Source: an optimization exercise on an open RTL-to-GDS flow (aim: small area, a short achievable clock period and few clock cycles). Production flows keep margins and buffers that such runs may drop. Where RTL was checked, it was by simulation tests only, not by an equivalence proof against the original. Power and IR drop assume default switching activity.

// irpc_decode
module irpc_decode (
    input  wire        clk,
    input  wire        rst,         
    input  wire        in_valid,
    input  wire [15:0] in_tick,
    input  wire        in_last,
    output wire        in_ready,
    output reg         out_valid,
    output reg  [2:0]  out_kind,
    output wire [15:0] out_data
);
Size in the first run: roughly 1900 cells after synthesis, about 190 flip-flops, about 41 I/O pins, about 17000 um^2 of cells after synthesis.
Settings: LEC_CHECK=0, CAP_MARGIN=20, CORE_MARGIN=2, CORE_UTILIZATION=40, SETUP_SLACK_MARGIN=4.5, SLEW_MARGIN=20; clock period 8.0 ns.
run.sh (not shown) runs the stock make flow with config.mk's settings and CLKGATE_MAP_FILE= SYNTH_SCRIPT=/design/flow/synth_recipe.tcl, a recipe that flattens the netlist after the stock synthesis.
Then changed:
--- a/flow/design.v
+++ b/flow/design.v
@@ -1,39 +1,36 @@
 module dec_classify (
     input  wire [15:0] a1,        
     input  wire [17:0] a2,        
-    input  wire [10:0] r,
-    input  wire        s1,        
-    input  wire        s2,        
+    input  wire [11:0] r,
+    input  wire [11:0] rh,        
     output wire        p1_3,
     output wire        p1_h,
     output wire        m2_0,
     output wire        m2_1,
     output wire        m2_2,
     output wire        m2_3,
     output wire        m2_h
 );
     wire n1 = a1[15];
     wire n2 = a2[17];
     wire [14:0] u1 = a1[14:0];        
     wire [16:0] u2 = a2[16:0];        
-    wire [13:0] h1 = s1 ? {1'b0, u1[14:2]} : u1[14:1];
-    wire [13:0] h2 = s2 ? {1'b0, u2[16:4]} : u2[16:3];
-    assign p1_3 = !n1 && (u1 >= {4'd0, r});
-    assign p1_h = !n1 && (h1 >= {3'd0, r});
+    assign p1_3 = !n1 && (u1 >= {3'd0, r});
+    assign p1_h = !n1 && (u1[14:1] >= {2'd0, rh});
     assign m2_0 = !n2;
-    assign m2_1 = !n2 && (u2 >= {6'd0, r});
-    assign m2_2 = !n2 && (u2[16:1] >= {5'd0, r});
-    assign m2_3 = !n2 && (u2[16:2] >= {4'd0, r});
-    assign m2_h = !n2 && (h2 >= {3'd0, r});
+    assign m2_1 = !n2 && (u2 >= {5'd0, r});
+    assign m2_2 = !n2 && (u2[16:1] >= {4'd0, r});
+    assign m2_3 = !n2 && (u2[16:2] >= {3'd0, r});
+    assign m2_h = !n2 && (u2[16:3] >= {2'd0, rh});
 endmodule
 module irpc_decode (
     input  wire        clk,
     input  wire        rst,         
     input  wire        in_valid,
     input  wire [15:0] in_tick,
     input  wire        in_last,
     output wire        in_ready,
     output reg         out_valid,
     output reg  [2:0]  out_kind,
     output wire [15:0] out_data
 );
@@ -50,26 +47,26 @@
     reg [1:0]  st;
     reg        xs;                      
     reg        len2;                    
     reg [1:0]  cf;
     reg [4:0]  cc;                      
     reg [10:0] tcl;                     
     reg [10:0] tch;                     
     reg [11:0] tcl3;                    
     reg        ipre;                    
     reg        cempty;
     reg [15:0] a1r;
     reg [17:0] a2r;
-    reg [10:0] rr;                      
-    reg        s1r, s2r;
+    reg [11:0] rl;                      
+    reg [11:0] rh;                      
     reg        fv, fl, fchk;
     reg        hld, hb;                 
     reg        ycl;                     
     reg        ciris;                   
     reg [2:0]  fam;
     reg [18:0] acc;                     
     reg        nrep;                    
     reg        par;                     
     reg [1:0]  ao;                      
     reg [2:0]  sv;                      
     reg [10:0] nsym;
     reg        owe_end, owe_done;
@@ -81,36 +78,36 @@
     wire cl_iris = (cf == CF_IRIS);
     wire cl_nec  = (cf == CF_NEC);
     wire cl_sony = (cf == CF_SONY);
     wire [16:0] tx1 = ycl ? {acc[15:0], 1'b0} : {x, 1'b0};
     wire [16:0] tx2 = {x, 1'b0};
     wire [12:0] top = ycl ? (cc[0] ? (ciris ? {tcl3, 1'b0} : {1'b0, tcl, 1'b0}) :
                              {1'b0, tch, 1'b0})
                           : {2'd0, tcl};
     wire        tsub1 = ycl && (cc[0] || ciris);
     wire        tsub2 = !ycl || cc[0] || ciris;
     wire [19:0] w1 = {2'b00, tx1, 1'b1} + {({6'd0, top} ^ {19{tsub1}}), tsub1};
     wire [19:0] w2 = {2'b00, tx2, 1'b1} + {({6'd0, top} ^ {19{tsub2}}), tsub2};
-    wire [10:0] tr  = ycl ? {(cc[0] ? tcl[9:0] : tch[9:0]), 1'b0} : tcl;
-    wire        ts1 = ycl ? cl_nec : (fam == F_NEC);
-    wire        ts2 = !ycl && (fam == F_NEC);
+    wire [9:0]  tcp = cc[0] ? tcl[9:0] : tch[9:0];
+    wire [11:0] tr  = ycl ? (cl_nec ? {tcp, 2'b00} : {1'b0, tcp, 1'b0}) : {1'b0, tcl};
+    wire [11:0] trh = (!ycl && fam == F_NEC) ? {tcl, 1'b0} : tr;
     wire p1_3, p1_h, m2_0, m2_1, m2_2, m2_3, m2_h;
     dec_classify u_t (
-        .a1(a1r), .a2(a2r), .r(rr), .s1(s1r), .s2(s2r),
+        .a1(a1r), .a2(a2r), .r(rl), .rh(rh),
         .p1_3(p1_3), .p1_h(p1_h), .m2_0(m2_0), .m2_1(m2_1), .m2_2(m2_2),
         .m2_3(m2_3), .m2_h(m2_h)
     );
     wire [6:0] fg = {p1_3, p1_h, m2_0, m2_1, m2_2, m2_3, m2_h};
     wire g_t0 = cl_sony ? fg[6] : fg[5];               
-    wire g_t1 = (cf == CF_AEHA) ? fg[1] : fg[0];       
+    wire g_t1 = cl_iris ? fg[0] : fg[1];               
     wire g_hi = g_t0 && (cl_sony || g_t1);             
     wire g_q  = g_t0 || (!cl_sony && g_t1);            
     wire        upd_lo = !cc[0];
     wire [10:0] tcu    = upd_lo ? tcl : tch;
     wire        go_up  = upd_lo ? (g_q && tcl < 11'd800) : (g_hi && tch <= 11'd795);
     reg [7:0] dstep;
     always @(*) begin
         case (cc)
             5'd3,  5'd4:  dstep = 8'd160;
             5'd5,  5'd6:  dstep = 8'd80;
             5'd7,  5'd8:  dstep = 8'd40;
             5'd9,  5'd10: dstep = 8'd20;
@@ -261,27 +258,26 @@
                             st_n = S_BODY;
                     end
                 end
                 default: if (x_adv) begin  
                     x_cons = 1'b1;
                     acc    <= acc + {3'd0, x};
                     xs     <= !xs;
                     if (xl) st_n = S_K0;
                 end
             endcase
             a1r <= {w1[19], w1[18:4]};
             a2r <= {w2[19], w2[18:2]};
-            rr  <= tr;
-            s1r <= ts1;
-            s2r <= ts2;
+            rl  <= tr;
+            rh  <= trh;
             if (x_adv) begin
                 fl   <= xl;
                 fchk <= (acc >= 19'd216000);
             end
             if (fv) begin
                 if (fam == F_NEC) begin
                     if (!nrep) begin
                         if (!par) begin
                             if (fchk) begin
                                 out_valid <= 1'b1;
                                 out_kind  <= K_END;
                                 od        <= {3'd0, nsym};
What happened:
- global-route usage is lower by 0.98 points
- total power fell by 8.5%
- setup slack improves by 0.33 ns
- critical path depth goes up by 1
- final area grows by about 0.32%
- die area went up by about 2.3%
- routed wire length goes down by about 2.6%
- synthesized area is higher by about 2.3%
- register-to-register slack gains 0.33 ns
Testbench counts after the change, summed over its fixed seeds: cycles 19,592.
For the first run of this note, only the layout was checked, not whether the RTL still works.

==> what the ideal ports hide <==
No port has a modelled driver above. Below, the same layouts with a new extraction and two added sets of constraints.
Step 1, drivers: a clkbuf_16 drives clk and a buf_2 each remaining input, both assumed.
Step 2 adds t to the input delays and takes it off the output delays; t is the mean of the earliest and latest rising clock arrival at the registers after step 1. Input paths then give back, and output paths get back, about the clock's delay inside the block.
Slacks: no drivers / after step 1 / after step 2; pairs: no drivers / after step 1.
run | t, ns | setup WS [ns] | worst setup path at the end | clock arrival spread, ns
the first run | 0.531 | 3.850 / 3.850 / 3.850 | register to register | 0.013 / 0.012
the second run | 0.529 | 4.178 / 4.178 / 3.892 | input to register | 0.014 / 0.014
After both steps every run listed still meets setup and hold. The setup slack of the second run, which loses most, moves by 0.000 ns with the drivers and by -0.286 ns with both steps.
